Source: an optimization exercise on an open RTL-to-GDS flow (aim: small area, a short achievable clock period and few clock cycles per item). Production flows keep margins and buffers that such runs may drop. The RTL was checked by simulation tests, not by an equivalence proof against the original design.

==> try-yarrow: inputs <==
==> flow/design.v (excerpt) <==
module pdi_nearest (
    input  wire        clk,
    input  wire        rst,         
    input  wire        pal_we,
    input  wire [5:0]  pal_waddr,
    input  wire [23:0] pal_wdata,   
    input  wire        q_valid,
    output wire        q_ready,
    input  wire [23:0] q_color,     
    input  wire [5:0]  q_first,
    input  wire [6:0]  q_num,
    output reg         r_valid,
    output reg  [5:0]  r_index,
    output reg  [3:0]  r_err        
);
==> flow/config.mk <==
export PLATFORM = sky130hd
export DESIGN_NAME = pdi_nearest
export DESIGN_NICKNAME = pdi_nearest
export VERILOG_FILES = /design/flow/design.v
export SDC_FILE = /design/flow/constraint.sdc
export NUM_CORES = 4
export LEC_CHECK = 0
export CAP_MARGIN = 20
export CORE_MARGIN = 2
export CORE_UTILIZATION = 40
export SLEW_MARGIN = 20
==> flow/constraint.sdc <==
create_clock -name core_clock -period 20.0 [get_ports {clk}]
set_input_delay 4.0000 -clock core_clock [delete_from_list [all_inputs] [get_ports {clk}]]
set_output_delay 4.0000 -clock core_clock [all_outputs]
set_load 0.01 [all_outputs]
run.sh (not shown) runs the stock make flow with config.mk's settings and CLKGATE_MAP_FILE= SYNTH_SCRIPT=/design/flow/synth_recipe.tcl, a recipe that flattens the netlist after the stock synthesis.
==> try-umber: changes against try-yarrow <==
--- a/flow/design.v
+++ b/flow/design.v
@@ -1,15 +1,15 @@
 module pdi_nearest (
     input  wire        clk,
     input  wire        rst,         
     input  wire        pal_we,
     input  wire [5:0]  pal_waddr,
     input  wire [23:0] pal_wdata,   
     input  wire        q_valid,
-    output wire        q_ready,
+    output reg         q_ready,
     input  wire [23:0] q_color,     
     input  wire [5:0]  q_first,
     input  wire [6:0]  q_num,
     output reg         r_valid,
     output reg  [5:0]  r_index,
     output reg  [3:0]  r_err        
 );
@@ -24,67 +24,50 @@
     always @(posedge clk) begin
         w_en   <= pal_we & ~rst;
         w_addr <= pal_waddr;
         w_data <= pal_wdata;
         if (w_en)
             pal[w_addr] <= w_data;
     end
-    reg        ir_v;
-    reg [23:0] ir_color;
-    reg [5:0]  ir_first;
-    reg [6:0]  ir_num;
     reg        cur_v;
     reg [23:0] cur_color;
     reg [5:0]  cur_first;
     reg [6:0]  cur_num;
     reg [1:0]  cur_pass;        
     reg [1:0]  cur_end;         
     reg        cur_last;        
     reg        cur_start;       
     reg [3:0]  cur_err;
-    wire cur_adv = !cur_v || cur_last;
-    assign q_ready = !ir_v || cur_adv;
-    wire [6:0] ir_numm1  = ir_num - 7'd1;
-    wire       ir_bad    = ir_num > 7'd64;
-    wire       ir_empty  = {1'b0, ir_first} >= ir_num;
-    always @(posedge clk) begin
+    wire [6:0] q_numm1  = q_num - 7'd1;
+    wire       q_bad    = q_num > 7'd64;
+    wire       q_empty  = {1'b0, q_first} >= q_num;
+    wire cur_v_n    = rst ? 1'b0 : (q_ready ? q_valid : cur_v);
+    wire cur_last_n = q_ready ? (q_bad || q_empty || (q_first[5:4] == q_numm1[5:4]))
+                              : (cur_pass + 2'd1 == cur_end);
+    always @(posedge clk) begin
+        q_ready <= !cur_v_n || cur_last_n;
         if (q_ready) begin
-            ir_color <= q_color;
-            ir_first <= q_first;
-            ir_num   <= q_num;
-        end
-        if (cur_adv) begin
-            cur_color <= ir_color;
-            cur_first <= ir_first;
-            cur_num   <= ir_num;
-            cur_pass  <= ir_first[5:4];
-            cur_end   <= ir_numm1[5:4];
+            cur_color <= q_color;
+            cur_first <= q_first;
+            cur_num   <= q_num;
+            cur_pass  <= q_first[5:4];
+            cur_end   <= q_numm1[5:4];
             cur_start <= 1'b1;
-            if (ir_bad) begin
-                cur_err  <= ERR_BADPAL;
-                cur_last <= 1'b1;
-            end else if (ir_empty) begin
-                cur_err  <= ERR_EMPTYPAL;
-                cur_last <= 1'b1;
-            end else begin
-                cur_err  <= ERR_NONE;
-                cur_last <= (ir_first[5:4] == ir_numm1[5:4]);
-            end
+            if (q_bad)
+                cur_err <= ERR_BADPAL;
+            else if (q_empty)
+                cur_err <= ERR_EMPTYPAL;
+            else
+                cur_err <= ERR_NONE;
         end else begin
             cur_pass  <= cur_pass + 2'd1;
-            cur_last  <= (cur_pass + 2'd1 == cur_end);
             cur_start <= 1'b0;
         end
-        if (rst) begin
-            ir_v  <= 1'b0;
-            cur_v <= 1'b0;
-        end else begin
-            if (q_ready) ir_v <= q_valid;
-            if (cur_adv) cur_v <= ir_v;
-        end
+        cur_last <= cur_last_n;
+        cur_v    <= cur_v_n;
     end
     reg        s1_v, s2_v, s3_v, s4_v, s5_v;
     reg        s1_last, s2_last, s3_last, s4_last, s5_last;
     reg        s1_start, s2_start, s3_start, s4_start, s5_start;
     reg [3:0]  s1_err, s2_err, s3_err, s4_err, s5_err;
     reg [1:0]  s1_pass, s2_pass, s3_pass, s4_pass, s5_pass;
     always @(posedge clk) begin
@@ -106,22 +89,22 @@
     reg  [P-1:0] s3_ok;
     genvar i;
     generate
         for (i = 0; i < P; i = i + 1) begin : ent
             wire [3:0]  ii = i;
             wire [5:0]  e  = {cur_pass, ii};
             wire [23:0] pe = pal[e];
+            wire        ok = (cur_err == ERR_NONE) && (e >= cur_first) && ({1'b0, e} < cur_num);
             wire [7:0]  pr = pe[7:0];
             wire [7:0]  pg = pe[15:8];
             wire [7:0]  pb = pe[23:16];
             wire [8:0]  xr = {1'b0, qr} - {1'b0, pr};
             wire [8:0]  xg = {1'b0, qg} - {1'b0, pg};
             wire [8:0]  xb = {1'b0, qb} - {1'b0, pb};
             wire [8:0]  rs = {1'b0, qr} + {1'b0, pr};
-            wire        ok = (cur_err == ERR_NONE) && (e >= cur_first) && ({1'b0, e} < cur_num);
             reg [7:0] s1_dr, s1_dg, s1_db, s1_rm;
             reg       s1_ok;
             always @(posedge clk) begin
                 s1_dr <= (xr[7:0] ^ {8{xr[8]}}) + {7'd0, xr[8]};
                 s1_dg <= (xg[7:0] ^ {8{xg[8]}}) + {7'd0, xg[8]};
                 s1_db <= (xb[7:0] ^ {8{xb[8]}}) + {7'd0, xb[8]};
                 s1_rm <= rs[8:1];
==> flow/flow/run.sh (new file) <==
#!/bin/bash
# Standard layout, with repair_timing aiming for slack beyond the default margin.
set -euo pipefail
bash standard.sh SETUP_SLACK_MARGIN=14 finish > standard_flow.log 2>&1
==> flow/standard.sh (new file) <==
#!/bin/bash
# synth_recipe.tcl (not shown) runs the flow's synth.tcl, then flattens the netlist and writes it again
# the make line also repeats each setting of config.mk as NAME=value (left out here)
make -C /OpenROAD-flow-scripts/flow DESIGN_CONFIG=/design/flow/config.mk WORK_HOME=/design/flow/orfs CLKGATE_MAP_FILE= SYNTH_SCRIPT=/design/flow/synth_recipe.tcl "${@:-finish}"
- ABC_CLOCK_PERIOD_IN_PS: unset -> 5000
- CORE_UTILIZATION: 40 -> 60
- CTS_CLUSTER_DIAMETER: unset -> 80
- CTS_CLUSTER_SIZE: unset -> 25
removed: flow/run.sh
==> flow_summary.yaml <==
grt:
  antenna_found_initial: 84
  grt_start_max_net_pins: 92
cells_and_area:
  multi_input_gates: 17192
  clk_share_pct: 2.63
synthesis:
  avgSynthCellArea_um2: 11.3
worst_setup_path:
  reg2reg_to: "ent[6].s3_d[27]$_DFF_P_"
  arrival_ps: 7010
  rr_worst_depth: 21
routing:
  post_drt_wl_per_cell_um: 24.2
outcome:
  status: "no timing/DRC/antenna violations"
sta:
  skew_ps: 55.8
  timing.hold.ws_ps: 315
clock_tree:
  clkSinkCount: 3713
the above is filed under try-umber

==> flow_summary.yaml <==
outcome:
  status: "no timing/DRC/antenna violations"
clock_tree:
  clkSinkCount: 3750
grt:
  grt_start_max_net_pins: 95
  antenna_found_initial: 77
worst_setup_path:
  reg2reg_to: "ent[1].s1_dg[6]$_DFF_P_"
  rr_worst_depth: 20
cells_and_area:
  multi_input_gates: 17002
  clk_share_pct: 4.57
sta:
  skew_ps: 92.2
the above is filed under try-yarrow

Testbench counts of try-yarrow, summed over its fixed seeds: cycles 7,952, items 3,072.
Testbench counts of try-umber, summed over its fixed seeds: cycles 7,888, items 3,072.

-- static timing again, ports no longer ideal --
No port has a modelled driver above. Below, the same layouts with a new extraction and two added sets of constraints. Step 1 sets driving cells, clkbuf_16 on the clock port and buf_2 on the other inputs (assumed; they add their load-dependent delay and slew). Step 2, shift: input delay + t, output delay - t, t = (earliest + latest rising clock arrival at the registers) / 2. This alone moves slack from input paths to output paths. Three values: ideal ports, drivers, drivers and shift; two values: the first two.
run	t, ns	slack for setup (ns)	slew at the worst register clock pin (ns)	cell pins on the clock port's net
try-yarrow	1.150	12.804 / 12.804 / 12.804	0.07 / 0.07	1
try-umber	1.128	13.910 / 13.910 / 13.231	0.10 / 0.10	1
After both steps every run listed still meets setup and hold. The setup slack of try-umber, which loses most, moves by 0.000 ns with the drivers and by -0.679 ns with both steps.
